This design comes from an exercise in tuning for small area on the open sky130 flow, not from production work. Only simulation tests tie the RTL to the original design; equivalence was not proved. Power figures rest on the tool's default switching activity, not on a simulated workload.

<file path="flow/run.sh">
#!/bin/bash
# synth_recipe.tcl (not shown) runs the flow's synth.tcl, then flattens the netlist and writes it again
# the make line also repeats each setting of config.mk as NAME=value (left out here)
make -C /OpenROAD-flow-scripts/flow DESIGN_CONFIG=/design/flow/config.mk WORK_HOME=/design/flow/orfs CLKGATE_MAP_FILE= SYNTH_SCRIPT=/design/flow/synth_recipe.tcl finish
</file>
<file path="flow/config.mk">
export PLATFORM = sky130hd
export DESIGN_NAME = pt6964_engine
export DESIGN_NICKNAME = pt6964_engine
export VERILOG_FILES = /design/flow/design.v
export SDC_FILE = /design/flow/constraint.sdc
export NUM_CORES = 4
export LEC_CHECK = 0
export CAP_MARGIN = 20
export CORE_MARGIN = 2
export CORE_UTILIZATION = 40
export SLEW_MARGIN = 20
</file>
<file path="flow/constraint.sdc">
create_clock -name core_clock -period 10.0 [get_ports {clk}]
set_input_delay 2.0000 -clock core_clock [delete_from_list [all_inputs] [get_ports {clk}]]
set_output_delay 2.0000 -clock core_clock [all_outputs]
set_load 0.01 [all_outputs]
</file>
<file path="flow/design.v">
module pt6964_engine #(
    parameter NCS         = 4,       
    parameter T_HIGH      = 50,      
    parameter T_LOW       = 50,      
    parameter T_WAIT      = 100,     
    parameter ADDR_OPCODE = 8'hC0    
) (
    input  wire             clk,
    input  wire             rst,         
    input  wire [15:0]      req,
    input  wire             req_valid,
    output wire             req_ready,
    output wire             rsp_valid,
    output reg  [1:0]       rsp_status,
    output reg  [15:0]      rsp_data,
    output reg  [NCS-1:0]   cs_n,
    output reg              sclk,
    output reg              mosi,
    input  wire             miso,
    input  wire [2:0]       obs_sel,
    output reg  [15:0]      obs_data
);
    localparam [1:0] ST_OK       = 2'd0;
    localparam [1:0] ST_RANGE    = 2'd1;
    localparam [1:0] ST_SEQUENCE = 2'd2;
    localparam [1:0] ST_ILLEGAL  = 2'd3;
    localparam [3:0] OP_BUS_IDLE  = 4'h1;
    localparam [3:0] OP_SELECT    = 4'h2;
    localparam [3:0] OP_ACTION    = 4'h3;
    localparam [3:0] OP_MODE      = 4'h4;
    localparam [3:0] OP_ADDR      = 4'h5;
    localparam [3:0] OP_POWER     = 4'h6;
    localparam [3:0] OP_RAW       = 4'h7;
    localparam [3:0] OP_SEND      = 4'h8;
    localparam [3:0] OP_RUN_OPEN  = 4'h9;
    localparam [3:0] OP_RUN_DATA  = 4'hA;
    localparam [3:0] OP_RUN_CLOSE = 4'hB;
    localparam [3:0] OP_KEY_READ  = 4'hC;
    localparam [4:0] S_IDLE      = 5'd0;    
    localparam [4:0] S_CS_LOW    = 5'd1;    
    localparam [4:0] S_BIT_MOSI  = 5'd2;    
    localparam [4:0] S_BIT_HIGH  = 5'd3;    
    localparam [4:0] S_BIT_HOLDH = 5'd4;    
    localparam [4:0] S_BIT_LOW   = 5'd5;    
    localparam [4:0] S_BIT_HOLDL = 5'd6;    
    localparam [4:0] S_CS_HIGH   = 5'd7;    
    localparam [4:0] S_CL_CS     = 5'd8;    
    localparam [4:0] S_CL_MOSI   = 5'd9;    
    localparam [4:0] S_CL_CLK    = 5'd10;   
    localparam [4:0] S_BI_CS     = 5'd11;   
    localparam [4:0] S_BI_CLK    = 5'd12;   
    localparam [4:0] S_BI_MOSI   = 5'd13;   
    localparam [4:0] S_KR_WAIT   = 5'd14;   
    localparam [4:0] S_KR_HIGH   = 5'd15;   
    localparam [4:0] S_KR_HOLDH  = 5'd16;   
    localparam [4:0] S_KR_LOW    = 5'd17;   
    localparam [4:0] S_KR_HOLDL  = 5'd18;   
    localparam [4:0] S_RESP      = 5'd19;   
    localparam [1:0] AFTER_CS_HIGH = 2'd0;  
    localparam [1:0] AFTER_DONE    = 2'd1;  
    localparam [1:0] AFTER_KEYS    = 2'd2;  
    reg [7:0]  target;
    reg        phase_run;
    reg [1:0]  status;
    reg [7:0]  cmd_byte;
    reg        cmd_valid;
    reg [15:0] keys;
    reg        keys_valid;
    reg [4:0]  state;
    reg [3:0]  cur_op;         
    reg [1:0]  cur_status;     
    reg [7:0]  cur_byte;       
    reg [7:0]  tx_byte;        
    reg        tx_msb_first;
    reg [1:0]  tx_after;
    reg [3:0]  bit_cnt;        
    reg [7:0]  delay_cnt;
    reg [15:0] key_shift;
    assign req_ready = (state == S_IDLE);
    assign rsp_valid = (state == S_RESP);
    wire accept = req_valid && req_ready;
    wire [3:0] op    = req[15:12];
    wire       s_bit = req[11];
    wire [7:0] v     = req[7:0];
    reg [1:0] dec_status;
    reg [7:0] dec_byte;       
    reg       dec_builder;    
    always @(*) begin
        dec_status  = ST_OK;
        dec_byte    = 8'h00;
        dec_builder = 1'b0;
        case (op)
            OP_BUS_IDLE: begin
                if (req[11:0] != 12'd0) dec_status = ST_ILLEGAL;
            end
            OP_SELECT: begin
                if (req[11:8] != 4'd0)  dec_status = ST_ILLEGAL;
                else if (phase_run)     dec_status = ST_SEQUENCE;
                else if (v >= NCS)      dec_status = ST_RANGE;
            end
            OP_ACTION: begin
                dec_builder = 1'b1;
                dec_byte    = 8'b0100_0000 | {4'b0000, req[10], ~req[9], ~req[8], 1'b0};
                if (req[7:0] != 8'd0)       dec_status = ST_ILLEGAL;
                else if (phase_run && s_bit) dec_status = ST_SEQUENCE;
            end
            OP_MODE: begin
                dec_builder = 1'b1;
                dec_byte    = v;
                if (req[10:8] != 3'd0)       dec_status = ST_ILLEGAL;
                else if (phase_run && s_bit) dec_status = ST_SEQUENCE;
                else if (v > 8'd3)           dec_status = ST_RANGE;
            end
            OP_ADDR: begin
                dec_builder = 1'b1;
                dec_byte    = ADDR_OPCODE | v;
                if (req[10:8] != 3'd0)       dec_status = ST_ILLEGAL;
                else if (phase_run && s_bit) dec_status = ST_SEQUENCE;
                else if (v > 8'd13)          dec_status = ST_RANGE;
            end
            OP_POWER: begin
                dec_builder = 1'b1;
                dec_byte    = (req[8] ? 8'b1000_1000 : 8'b1000_0000) | v;
                if (req[10:9] != 2'd0)       dec_status = ST_ILLEGAL;
                else if (phase_run && s_bit) dec_status = ST_SEQUENCE;
                else if (v > 8'd7)           dec_status = ST_RANGE;
            end
            OP_RAW: begin
                dec_builder = 1'b1;
                dec_byte    = {req[9:8], 6'b000000} | v;
                if (req[10])                 dec_status = ST_ILLEGAL;
                else if (phase_run && s_bit) dec_status = ST_SEQUENCE;
                else if (v > 8'd63)          dec_status = ST_RANGE;
            end
            OP_SEND: begin
                if (req[11:8] != 4'd0)  dec_status = ST_ILLEGAL;
                else if (phase_run)     dec_status = ST_SEQUENCE;
            end
            OP_RUN_OPEN: begin
                if (req[11:8] != 4'd0)  dec_status = ST_ILLEGAL;
                else if (phase_run)     dec_status = ST_SEQUENCE;
                else if (v > 8'd13)     dec_status = ST_RANGE;
            end
            OP_RUN_DATA: begin
                if (req[11:8] != 4'd0)  dec_status = ST_ILLEGAL;
                else if (!phase_run)    dec_status = ST_SEQUENCE;
            end
            OP_RUN_CLOSE: begin
                if (req[11:0] != 12'd0) dec_status = ST_ILLEGAL;
                else if (!phase_run)    dec_status = ST_SEQUENCE;
            end
            OP_KEY_READ: begin
                if (req[11:0] != 12'd0) dec_status = ST_ILLEGAL;
                else if (phase_run)     dec_status = ST_SEQUENCE;
            end
            default: dec_status = ST_ILLEGAL;
        endcase
    end
    wire go_resp;
    assign go_resp =
        (accept && (dec_status != ST_OK ||
                    op == OP_SELECT ||
                    (dec_builder && !s_bit))) ||
        (state == S_BIT_HOLDL && delay_cnt == 8'd0 && bit_cnt == 4'd7 &&
         tx_after == AFTER_DONE) ||
        (state == S_CS_HIGH) ||
        (state == S_CL_CLK) ||
        (state == S_BI_MOSI);
    wire [3:0] fin_op     = accept ? op : cur_op;
    wire [1:0] fin_status = accept ? dec_status : cur_status;
    wire [7:0] fin_byte   = accept ? dec_byte : cur_byte;
    wire       fin_build  = accept ? dec_builder :
                            (cur_op >= OP_ACTION && cur_op <= OP_RAW);
    integer i;
    always @(posedge clk) begin
        if (rst) begin
            state        <= S_IDLE;
            cs_n         <= {NCS{1'b1}};
            sclk         <= 1'b0;
            mosi         <= 1'b0;
            target       <= 8'd0;
            phase_run    <= 1'b0;
            status       <= ST_OK;
            cmd_byte     <= 8'd0;
            cmd_valid    <= 1'b0;
            keys         <= 16'd0;
            keys_valid   <= 1'b0;
            rsp_status   <= ST_OK;
            rsp_data     <= 16'd0;
            cur_op       <= 4'd0;
            cur_status   <= ST_OK;
            cur_byte     <= 8'd0;
            tx_byte      <= 8'd0;
            tx_msb_first <= 1'b0;
            tx_after     <= AFTER_DONE;
            bit_cnt      <= 4'd0;
            delay_cnt    <= 8'd0;
            key_shift    <= 16'd0;
        end else begin
            if (go_resp) begin
                status     <= fin_status;
                rsp_status <= fin_status;
                rsp_data   <= 16'd0;
                if (fin_status == ST_OK) begin
                    if (fin_build) begin
                        cmd_byte  <= fin_byte;
                        cmd_valid <= 1'b1;
                        rsp_data  <= {8'd0, fin_byte};
                    end
                    case (fin_op)
                        OP_SELECT:    target    <= req[7:0];
                        OP_RUN_OPEN:  phase_run <= 1'b1;
                        OP_RUN_CLOSE: phase_run <= 1'b0;
                        OP_BUS_IDLE:  phase_run <= 1'b0;
                        OP_KEY_READ: begin
                            keys       <= key_shift;
                            keys_valid <= 1'b1;
                            rsp_data   <= key_shift;
                        end
                        default: ;
                    endcase
                end
            end
            case (state)
                S_IDLE: begin
                    if (accept) begin
                        cur_op     <= op;
                        cur_status <= dec_status;
                        cur_byte   <= dec_byte;
                        bit_cnt    <= 4'd0;
                        if (go_resp) begin
                            state <= S_RESP;
                        end else begin
                            case (op)
                                OP_BUS_IDLE: begin
                                    state <= S_BI_CS;
                                end
                                OP_SEND: begin
                                    tx_byte      <= v;
                                    tx_msb_first <= 1'b0;
                                    tx_after     <= AFTER_CS_HIGH;
                                    state        <= S_CS_LOW;
                                end
                                OP_RUN_OPEN: begin
                                    tx_byte      <= ADDR_OPCODE | v;
                                    tx_msb_first <= 1'b0;
                                    tx_after     <= AFTER_DONE;
                                    state        <= S_CS_LOW;
                                end
                                OP_RUN_DATA: begin
                                    tx_byte      <= v;
                                    tx_msb_first <= 1'b1;
                                    tx_after     <= AFTER_DONE;
                                    state        <= S_BIT_MOSI;
                                end
                                OP_RUN_CLOSE: begin
                                    state <= S_CL_CS;
                                end
                                OP_KEY_READ: begin
                                    tx_byte      <= 8'h42;
                                    tx_msb_first <= 1'b0;
                                    tx_after     <= AFTER_KEYS;
                                    state        <= S_CS_LOW;
                                end
                                default: begin
                                    tx_byte      <= dec_byte;
                                    tx_msb_first <= 1'b0;
                                    tx_after     <= AFTER_CS_HIGH;
                                    state        <= S_CS_LOW;
                                end
                            endcase
                        end
                    end
                end
                S_CS_LOW: begin
                    for (i = 0; i < NCS; i = i + 1)
                        if (target == i) cs_n[i] <= 1'b0;
                    bit_cnt <= 4'd0;
                    state   <= S_BIT_MOSI;
                end
                S_BIT_MOSI: begin
                    mosi  <= tx_msb_first ? tx_byte[7 - bit_cnt[2:0]] : tx_byte[bit_cnt[2:0]];
                    state <= S_BIT_HIGH;
                end
                S_BIT_HIGH: begin
                    sclk      <= 1'b1;
                    delay_cnt <= T_HIGH - 1;
                    state     <= S_BIT_HOLDH;
                end
                S_BIT_HOLDH: begin
                    if (delay_cnt == 8'd0) state <= S_BIT_LOW;
                    else delay_cnt <= delay_cnt - 8'd1;
                end
                S_BIT_LOW: begin
                    sclk      <= 1'b0;
                    delay_cnt <= T_LOW - 1;
                    state     <= S_BIT_HOLDL;
                end
                S_BIT_HOLDL: begin
                    if (delay_cnt == 8'd0) begin
                        if (bit_cnt != 4'd7) begin
                            bit_cnt <= bit_cnt + 4'd1;
                            state   <= S_BIT_MOSI;
                        end else begin
                            case (tx_after)
                                AFTER_CS_HIGH: state <= S_CS_HIGH;
                                AFTER_KEYS: begin
                                    delay_cnt <= T_WAIT - 1;
                                    state     <= S_KR_WAIT;
                                end
                                default: state <= S_RESP;
                            endcase
                        end
                    end else begin
                        delay_cnt <= delay_cnt - 8'd1;
                    end
                end
                S_CS_HIGH: begin
                    for (i = 0; i < NCS; i = i + 1)
                        if (target == i) cs_n[i] <= 1'b1;
                    state <= S_RESP;
                end
                S_CL_CS: begin
                    for (i = 0; i < NCS; i = i + 1)
                        if (target == i) cs_n[i] <= 1'b1;
                    state <= S_CL_MOSI;
                end
                S_CL_MOSI: begin
                    mosi  <= 1'b0;
                    state <= S_CL_CLK;
                end
                S_CL_CLK: begin
                    sclk  <= 1'b0;
                    state <= S_RESP;
                end
                S_BI_CS: begin
                    cs_n[bit_cnt] <= 1'b1;
                    if (bit_cnt == NCS - 1) state <= S_BI_CLK;
                    else bit_cnt <= bit_cnt + 4'd1;
                end
                S_BI_CLK: begin
                    sclk  <= 1'b0;
                    state <= S_BI_MOSI;
                end
                S_BI_MOSI: begin
                    mosi  <= 1'b0;
                    state <= S_RESP;
                end
                S_KR_WAIT: begin
                    if (delay_cnt == 8'd0) begin
                        bit_cnt <= 4'd0;
                        state   <= S_KR_HIGH;
                    end else begin
                        delay_cnt <= delay_cnt - 8'd1;
                    end
                end
                S_KR_HIGH: begin
                    sclk      <= 1'b1;
                    delay_cnt <= T_HIGH - 1;
                    state     <= S_KR_HOLDH;
                end
                S_KR_HOLDH: begin
                    if (delay_cnt == 8'd0) state <= S_KR_LOW;
                    else delay_cnt <= delay_cnt - 8'd1;
                end
                S_KR_LOW: begin
                    key_shift <= {miso, key_shift[15:1]};
                    sclk      <= 1'b0;
                    delay_cnt <= T_LOW - 1;
                    state     <= S_KR_HOLDL;
                end
                S_KR_HOLDL: begin
                    if (delay_cnt == 8'd0) begin
                        if (bit_cnt != 4'd15) begin
                            bit_cnt <= bit_cnt + 4'd1;
                            state   <= S_KR_HIGH;
                        end else begin
                            state <= S_CS_HIGH;
                        end
                    end else begin
                        delay_cnt <= delay_cnt - 8'd1;
                    end
                end
                S_RESP: begin
                    state <= S_IDLE;
                end
                default: state <= S_IDLE;
            endcase
        end
    end
    always @(*) begin
        case (obs_sel)
            3'd0:    obs_data = {8'd0, 3'd0, keys_valid, cmd_valid, phase_run, status};
            3'd1:    obs_data = {8'd0, cmd_byte};
            3'd2:    obs_data = keys;
            3'd3:    obs_data = {8'd0, target};
            3'd4:    obs_data = {{(14 - NCS){1'b0}}, cs_n, mosi, sclk};
            default: obs_data = 16'd0;
        endcase
    end
endmodule
</file>
==> impl_results.md <==
- Status: finished clean
- Cell Count, Final, Fillers Out: 1116
- Mapped cell area: 0.00662 sq mm
- Total track usage: 0.233
- CORE AREA: 0.0164 sq mm
- First-pass GRT wire length: 32.9 mm
- Number of global-route vias before repair: 6084
- Initial antenna violation count: 0
- Initial core utilization: 0.403
- Clock skew: 0.00666 ns
- Final min period: 6.28 ns
- Crit start category: input pin
- TNS Setup: 0 ns
- Lkg Pwr: 2.71 nW
- WP data required: 8.00 ns
- Width of the die: 133 microns
- Placed Area: 0.00739 sq mm
- Maxcap violations: 0
- WP data arrival: 4.28 ns
- Worst-Skew Late Latency: 0.42 ns
- Post-DP HPWL: 14.2 mm
- Clk pin slew, worst setup/hold paths: 0.06 ns
- Nets: 910
- Tcrit/Tclk final: 0.628
- Pwr/cell area: 227 mW/mm^2
- Cell row count: 47
- Routability cong.: 0.904
- EDFF count, synth: 0
- Area Overhead vs Synth: 20.4%
- Worst-margin pin slew: 0.985 ns
- CTS Buf Count: 17
- Leading cell type in the layout, fill and taps excluded: dfxtp_1
- Fin. Hold Viols: 0
- CP Capture Type: output pin
- Wire length per cell after detailed routing: 18.3 microns
- Sequential fraction of the synthesis area: 0.354
- Post-route antenna net violation count: 0
- H-tree depth: 4
- I/O pin cnt: 65
- Die area: 0.0176 sq mm
- VDD IR max: 0.000156 V
- Fin area: 0.00797 sq mm
- Fmax: 0.159 GHz
- Post-route DRC: 0
- Crit path kind: in -> out
- Primary FF master, synth: dfxtp_1
- Setup violators final: 0
- #FFs+latches synth: 117
- CTS tree: yes
- Most frequent cells in the layout: 117 x dfxtp_1, 112 x a21oi_1, 81 x nand2_1
- Synth area leader: dfxtp_1
- Postcts setup bufs: 0
- Fin. max-slew vios: 0
- Largest net degree at the start of global routing: 76
- Via density: 5.90
- Gate Count Post-Synth: 853
- Sink Count: 117
- RSZ-0062 raised after global routing: false
- ANT cells: 0
- CTS root buf: clkbuf_16
- Gr ovfl total: 0
- Synth cell types: 70
- Cells after DPL: 1085
- Final WL: 20.5 mm
- Yosys Warn Count: 1
- Detailed Routing Iterations Pass 1: 7
- Clk buf depth: 2
- Die H: 133 microns
- Fill count: 1605
- Share of cells above drive strength 1: 0.0882
- DRT iter0 DRCs: 494
- CTS-repair resized insts: 0
- Port Buffers: 64
- Yosys top cell area share: 0.354
- Asr flop ratio synth: 0
- Slew headroom: 0.338
- Avg Synthesized Cell Area: 7.76 sq um
- Mapped Nets: 879
- Min-Delay Path Class: reg -> reg
- Hold-fix buffers at CTS: 0
- Largest cells by area after synthesis: dfxtp_1 35%, a21oi_1 8.5%, o21ai_0 5.0%
- Vias: 6580
- Worst Path Max Fanout: 14
[state kept, by name, indices dropped and copies added (netlist names), 4 cells and up]
name / cells
key_shift: 16
keys: 16
rsp_data: 16
cmd_byte: 8
cur_byte: 8
delay_cnt: 8
target: 8
tx_byte: 8
state: 5
bit_cnt: 4
cs_n: 4
cur_op: 4
[worst max-delay path, cell delays in order]
cell and delay [ns]:
clkdlybuf4s50_1 0.87, nor2b_1 0.31, nor2b_1 0.37, and2_1 0.19, clkdlybuf4s50_1 0.53
[kinds of logic (layout without fill, tap and decap cells)]
| group | after synthesis | count (layout) | share of synthesized area |
|---|---|---|---|
| buf+inv | 86 | 129 | 0.0497 |
| mux | 30 | 30 | 0.0609 |
| fa+ha+maj | 3 | 3 | 0.00567 |
| xor+xnor | 10 | 10 | 0.0132 |
| simple gates | 331 | 331 | 0.258 |
| flops | 117 | 117 | 0.354 |
| compound gates | 276 | 276 | 0.258 |
[through the flow]
stage / hold slack (ns) / setup slack [ns] / util / power, mW
global placement: 0.446 / 3.75 / 0.450 / 1.21
floorplan: 0.425 / 5.03 / - / 1.01
finish: 0.464 / 3.72 / 0.486 / 1.81
CTS: 0.461 / 3.68 / 0.486 / 1.81
detailed placement: 0.445 / 3.70 / 0.450 / 1.21
global route: 0.484 / 3.50 / 0.486 / 1.91
[cell usage after synthesis (7+ instances only)]
library cell    n
inv_1          20
nand2_1        81
mux4_2          7
a21oi_1       112
a31oi_1        15
nand4_1        19
a22o_1         11
nor3b_1         8
dfxtp_1       117
mux2_2         12
nor3_1         21
xnor2_1         9
nor2b_1        21
and2_1         16
a211oi_1        7
or3_1           8
nand2b_1        9
clkbuf_1       53
buf_1           7
nand3_1        34
nor2_1         72
o21ai_0        66
nand3b_1        8
nor4_1          7
mux2i_1        11
[layout make-up]
class                   instances  area (sq um)  share of cell area
repair buffers                 77           736              0.0923
inverters                      21          78.8             0.00989
clock buffers                  18           439              0.0551
multi-input cells             650          3960               0.496
well taps                     220           275              0.0345
flip-flops and latches        117          2340               0.294
clock inverters                13           148              0.0185
[power breakdown]
part | switching [mW] | internal [mW]
sequential | 0.0448 | 0.516
combinational | 0.415 | 0.232
clock | 0.230 | 0.375
total | 0.690 | 1.12
[worst paths after layout]
path	startpoint	end	slack (ns)	cells after the start
setup reg to reg	delay_cnt[0]$_SDFFE_PP0P_	rsp_data[4]$_SDFFE_PP0N_	6.14	9
setup / recovery	obs_sel[1]	obs_data[11]	3.72	5
hold reg to reg	cmd_valid$_SDFFE_PP0P_	cmd_valid$_SDFFE_PP0P_	0.46	2
hold / removal	cmd_valid$_SDFFE_PP0P_	cmd_valid$_SDFFE_PP0P_	0.46	2
[routing by layer]
metal	track usage	vias to the layer above	part of all wire	wire length, microns
met2	0.371	215	0.47	9630
met1	0.314	3122	0.45	9210
li1	-	3203	-	-
met5	0	-	0	0
met3	0.0444	40	0.055	1120
met4	0.0866	0	0.024	500

[static timing again, ports no longer ideal]
The results above use ideal ports. As a check the final layout listed here was re-extracted and re-timed, cells and wires unchanged.
Step 1 assumes that a clkbuf_16 drives the clock port and a buf_2 every other input.
Step 2 adds t to the input delays and takes it off the output delays; t is the mean of the earliest and latest rising clock arrival at the registers after step 1. Input paths then give back, and output paths get back, about the clock's delay inside the block.
a / b / c = ideal ports / drivers / drivers and shift; a / b = the first two.
t, ns: 0.454
setup WS [ns]: 3.723 / 3.692 / 3.692
worst setup path at the end: input to output
clock arrival spread, ns: 0.007 / 0.008
pins driven straight from the clock port: 1
After both steps setup and hold are still met in this run. The setup slack of this run moves by -0.031 ns with the drivers and by -0.031 ns with both steps.
